Background: an optimization exercise with open tools, aiming at small area, a short achievable clock period and few clock cycles. Do not read the settings as production practice.
Function was checked by simulation only, so behaviour that the tests miss may differ from the original.
Power figures rest on the tool's default switching activity, not on a simulated workload.

Setup of rev 12:
Design asmi_exec, start of the top module:
module asmi_exec (
    input  wire        clk,
    input  wire        rst,
    input  wire        policy,        
    input  wire        line_valid,
    output wire        line_ready,
    input  wire        line_eoi,      
    input  wire        line_lbl,      
    input  wire [3:0]  line_err,      
    input  wire [63:0] line_diw,
    output wire        mem_req,
    output wire        mem_we,
    output wire [9:0]  mem_addr,
    output wire [31:0] mem_wdata,
    input  wire [31:0] mem_rdata,
    output wire        print_valid,
    output wire [3:0]  print_idx,
    output wire [31:0] print_val,
    output wire        err_valid,
    output wire [3:0]  err_code,
    output wire [32:0] err_detail,
    output wire        lbl_valid,
    output wire [9:0]  lbl_addr,
    output reg         done,
    output reg  [1:0]  outcome
);
    localparam OP_MOV   = 5'h01, OP_ADD = 5'h02, OP_SUB = 5'h03, OP_ADC = 5'h04,
               OP_SBC   = 5'h05, OP_LSL = 5'h06, OP_LSR = 5'h07, OP_ASR = 5'h08,
               OP_ROR   = 5'h09, OP_RRX = 5'h0A, OP_MUL = 5'h0B, OP_AND = 5'h0C,
               OP_ORR   = 5'h0D, OP_EOR = 5'h0E, OP_BIC = 5'h0F, OP_LDR = 5'h10,
               OP_STR   = 5'h11, OP_PRINT = 5'h12, OP_LABEL = 5'h1E, OP_EXIT = 5'h1F;
    localparam E_BOUNDS_ADDRESS = 4'h8, E_BOUNDS_LABEL = 4'h9,
               E_UNKNOWN_OPCODE = 4'hB, E_ILLEGAL_DIW  = 4'hF;
    integer i;
    genvar  g;
    reg        batch;
    reg        carry;
    reg [10:0] nla;                   
    reg        rst_r;                 
    reg        d_v;
    reg        d_eoi, d_lbl, d_rsvdz;
    reg [3:0]  d_err, d_rd, d_rn, d_rm;
    reg [4:0]  d_opc;
    reg [2:0]  d_mode;
    reg [31:0] d_imm;
    reg        e_v;
    reg [3:0]  e_rd;
    reg [31:0] opA, opB, opC;
    reg        e_pre_ok;              
    reg [3:0]  e_fcode;               
    reg        e_eoi, e_lbld, e_ldr, e_str, e_print, e_labd, e_exit, e_wop;
    reg        e_negoff, e_mul;
    reg [1:0]  e_ph;                  
    reg [31:0] mX;                    
    reg [4:0]  e_rr;                  
  ...
For scale: ~900 flip-flops, ~240 I/O pins.
export LEC_CHECK = 0
export CAP_MARGIN = 20
export CORE_MARGIN = 2
export CORE_UTILIZATION = 30
export PLACE_DENSITY = 0.5
export SLEW_MARGIN = 20
create_clock -name core_clock -period 14.0 [get_ports {clk}]
standard.sh (not shown) runs the stock make flow with config.mk's settings and CLKGATE_MAP_FILE= SYNTH_SCRIPT=/design/flow/synth_recipe.tcl, a recipe that flattens the netlist after the stock synthesis.
==> flow/flow/run.sh <==
#!/bin/bash
# The standard layout (standard synthesis unchanged), with timing repair asked
# to leave a setup margin so that the layout runs well below the 14 ns clock.
set -euo pipefail
bash standard.sh SETUP_SLACK_MARGIN=10 finish > standard_flow.log 2>&1
Rev 12: PASS, flow complete, no timing, DRC or antenna violations
Testbench counts of rev 12, summed over its fixed seeds: cycles 11,458.
Setup changes, rev 12 to rev 13
diff --git a/flow/design.v b/flow/design.v
--- a/flow/design.v
+++ b/flow/design.v
@@ -50,14 +50,15 @@
     reg [3:0]  e_fcode;               
     reg        e_eoi, e_lbld, e_ldr, e_str, e_print, e_labd, e_exit, e_wop;
     reg        e_negoff, e_mul;
     reg [1:0]  e_ph;                  
     reg [31:0] mX;                    
     reg [4:0]  e_rr;                  
     reg [3:0]  d_pb;
+    reg        d_urn, d_upb;
     reg        d_zeroA, d_bimm, d_rrx, d_label;
     reg        e_sadd, e_ssh, e_sand, e_sorr, e_seor, e_sbic, e_smov;
     reg        e_inv, e_cin1, e_cinc, e_setc;
     reg        e_shl, e_ror, e_asr;
     reg        ld1_v, ld2_v, buf_v;
     reg [3:0]  ld1_rd, ld2_rd, buf_rd;
     reg [31:0] ld_buf;
@@ -149,16 +150,20 @@
     wire        mul_ph2 = e_act && e_mul && (e_ph == 2'd1);
     wire        e_hold  = mul_ph1 || mul_ph2 || conflict_r;
     wire [31:0] bx  = opB ^ {32{e_inv}};
     wire        cin = e_cin1 || (e_cinc && carry);
     wire [33:0] sum0 = {1'b0, opA, 1'b1} + {1'b0, bx, cin};
     wire [32:0] sum  = sum0[33:1];
     wire        cout = sum[32];
-    wire        ea_hinz = |sum[31:10];
-    wire        oob     = e_negoff ? (cout && ea_hinz) : (cout || ea_hinz);
+    wire [10:0] lo10    = {1'b0, opA[9:0]} + {1'b0, opB[9:0]};
+    wire [21:0] hx      = opA[31:10] ^ opB[31:10];
+    wire [21:0] ho      = opA[31:10] | opB[31:10];
+    wire        hi_zero = (hx[21:1] == ho[20:0]) && (hx[0] == lo10[10]);
+    wire        ea_hinz = !hi_zero;
+    wire        oob     = e_negoff ? (cout && ea_hinz) : (ea_hinz || opA[31] || opB[31]);
     wire        ea_keep = !e_negoff || cout;              
     wire        ea32    = !e_negoff && cout;
     wire commit  = ok_nb && !(e_mem && oob) && !e_hold;
     wire e_wr    = ok_nb && e_wop && !e_hold;              
     wire fault   = e_act && !e_eoi && !e_hold && !(ok_nb && !(e_mem && oob));
     wire bounds  = e_pre_ok && !lblb;                     
     wire [3:0] fcode = !e_pre_ok ? e_fcode : lblb ? E_BOUNDS_LABEL : E_BOUNDS_ADDRESS;
@@ -604,17 +609,29 @@
     wire [3:0] n_erd  = e_hold ? e_rd : d_rd;
     wire [1:0] n_eph  = mul_ph1 ? 2'd1 : mul_ph2 ? 2'd2 : conflict_r ? e_ph : 2'd0;
     wire       n_mph1 = n_ev && n_emul && (n_eph != 2'd2);
     wire       n_ld1  = e_v && e_ldr && !e_hold;
     wire       n_ld2  = ld1_v;
     wire       n_buf  = ld2_v || (buf_v && !drain);
     wire       n_conf = n_ld2 && n_buf && n_ev && n_ewop && !n_mph1;
-    wire n_hz = (n_uses_rn && ((n_ev && n_eldr && n_erd == n_rn) || (n_ld1 && e_rd == n_rn))) ||
-                ((n_uses_rd || n_uses_rm) &&
-                 ((n_ev && n_eldr && n_erd == n_pb) || (n_ld1 && e_rd == n_pb)));
+    wire l_alu     = (line_diw[63:59] >= OP_ADD) && (line_diw[63:59] <= OP_BIC) &&
+                     (line_diw[63:59] != OP_RRX);
+    wire l_mem     = (line_diw[63:59] == OP_LDR) || (line_diw[63:59] == OP_STR);
+    wire l_uses_rn = l_alu || (line_diw[63:59] == OP_RRX) || (l_mem && !line_diw[49]);
+    wire l_uses_rd = (line_diw[63:59] == OP_STR) || (line_diw[63:59] == OP_PRINT);
+    wire l_uses_rm = (l_alu || line_diw[63:59] == OP_MOV) && (line_diw[50:48] == 3'b000);
+    wire hz_l = (l_uses_rn && ((n_ev && n_eldr && n_erd == line_diw[54:51]) ||
+                               (n_ld1 && e_rd == line_diw[54:51]))) ||
+                (l_uses_rd && ((n_ev && n_eldr && n_erd == line_diw[58:55]) ||
+                               (n_ld1 && e_rd == line_diw[58:55]))) ||
+                (l_uses_rm && ((n_ev && n_eldr && n_erd == line_diw[35:32]) ||
+                               (n_ld1 && e_rd == line_diw[35:32])));
+    wire hz_d = (d_urn && ((n_ev && n_eldr && n_erd == d_rn) || (n_ld1 && e_rd == d_rn))) ||
+                (d_upb && ((n_ev && n_eldr && n_erd == d_pb) || (n_ld1 && e_rd == d_pb)));
+    wire n_hz = rdy_r ? (line_valid && hz_l) : (n_dv && hz_d);
     wire n_stall = n_hz || n_mph1 || n_conf;
     wire n_done  = done || (e_v && !e_hold && (e_eoi || e_exit ||
                             (batch && (!e_pre_ok || lblb || e_mem))));
     wire drain = buf_v && !e_wr;
     assign rf_we = e_wr || drain;
     assign rf_wa = e_wr ? e_rd : buf_rd;
     assign rf_wd = e_wr ? e_res : ld_buf;
@@ -630,14 +647,16 @@
             d_rn    <= line_diw[54:51];
             d_mode  <= line_diw[50:48];
             d_rsvdz <= (line_diw[47:36] == 12'd0);
             d_rm    <= line_diw[35:32];
             d_imm   <= line_diw[31:0];
         end
         d_pb    <= n_pb;
+        d_urn   <= n_uses_rn;
+        d_upb   <= n_uses_rd || n_uses_rm;
         d_zeroA <= n_mem && n_mode[1];
         d_bimm  <= n_mem || (n_mode == 3'b001);
         d_rrx   <= (n_opc == OP_RRX);
         d_label <= (n_opc == OP_LABEL);
         if (mul_ph1) begin
             opA  <= mr0;
             opB  <= mr1;
==> comparison <==
- Rev 13 completed; timing, DRC and antenna clean
- Area after synthesis delta for rev 13 relative to rev 12: 1700 um2 higher
- [diff] final critical-path required period, rev 13 relative to rev 12: improvement
- [compare] base=rev 12 new=rev 13: portion of total power attributed to combinational logic now sits lower, final clock period utilization by the worst path shrank by 0.50 points, synthesized cell count went up, clock share of power went up 0.6 points.
- Rev 13: least setup slack across all paths after layout is 0.069 ns higher than what rev 12 reported.
Testbench counts of rev 13, summed over its fixed seeds: cycles 11,458.

## re-timing with driven ports
How much do the figures lean on ideal ports? The routed layouts below were timed once more, with nothing changed but the port constraints. Step 1 (the two cells are an assumption about what drives the block):
set clk [get_ports {clk}]
set_driving_cell -lib_cell sky130_fd_sc_hd__clkbuf_16 $clk
set_driving_cell -lib_cell sky130_fd_sc_hd__buf_2 [delete_from_list [all_inputs] $clk]
Step 2 moves the port delays by t, midway between the first and last clock arrival at a register: inputs arrive t later, outputs are due t later. That takes back most of the time a late clock gives input paths. a / b / c = no drivers / after step 1 / after step 2; a / b = the first two.
run | shift t [ns] | slack for setup (ns) | worst register clock-pin slew, ns
rev 12 | 0.850 | 9.684 / 9.736 / 8.886 | 0.08 / 0.08
rev 13 | 0.861 | 9.753 / 9.666 / 9.205 | 0.08 / 0.08
After both steps every run listed still meets setup and hold. The setup slack of rev 12, which loses most, moves by +0.052 ns with the drivers and by -0.798 ns with both steps.
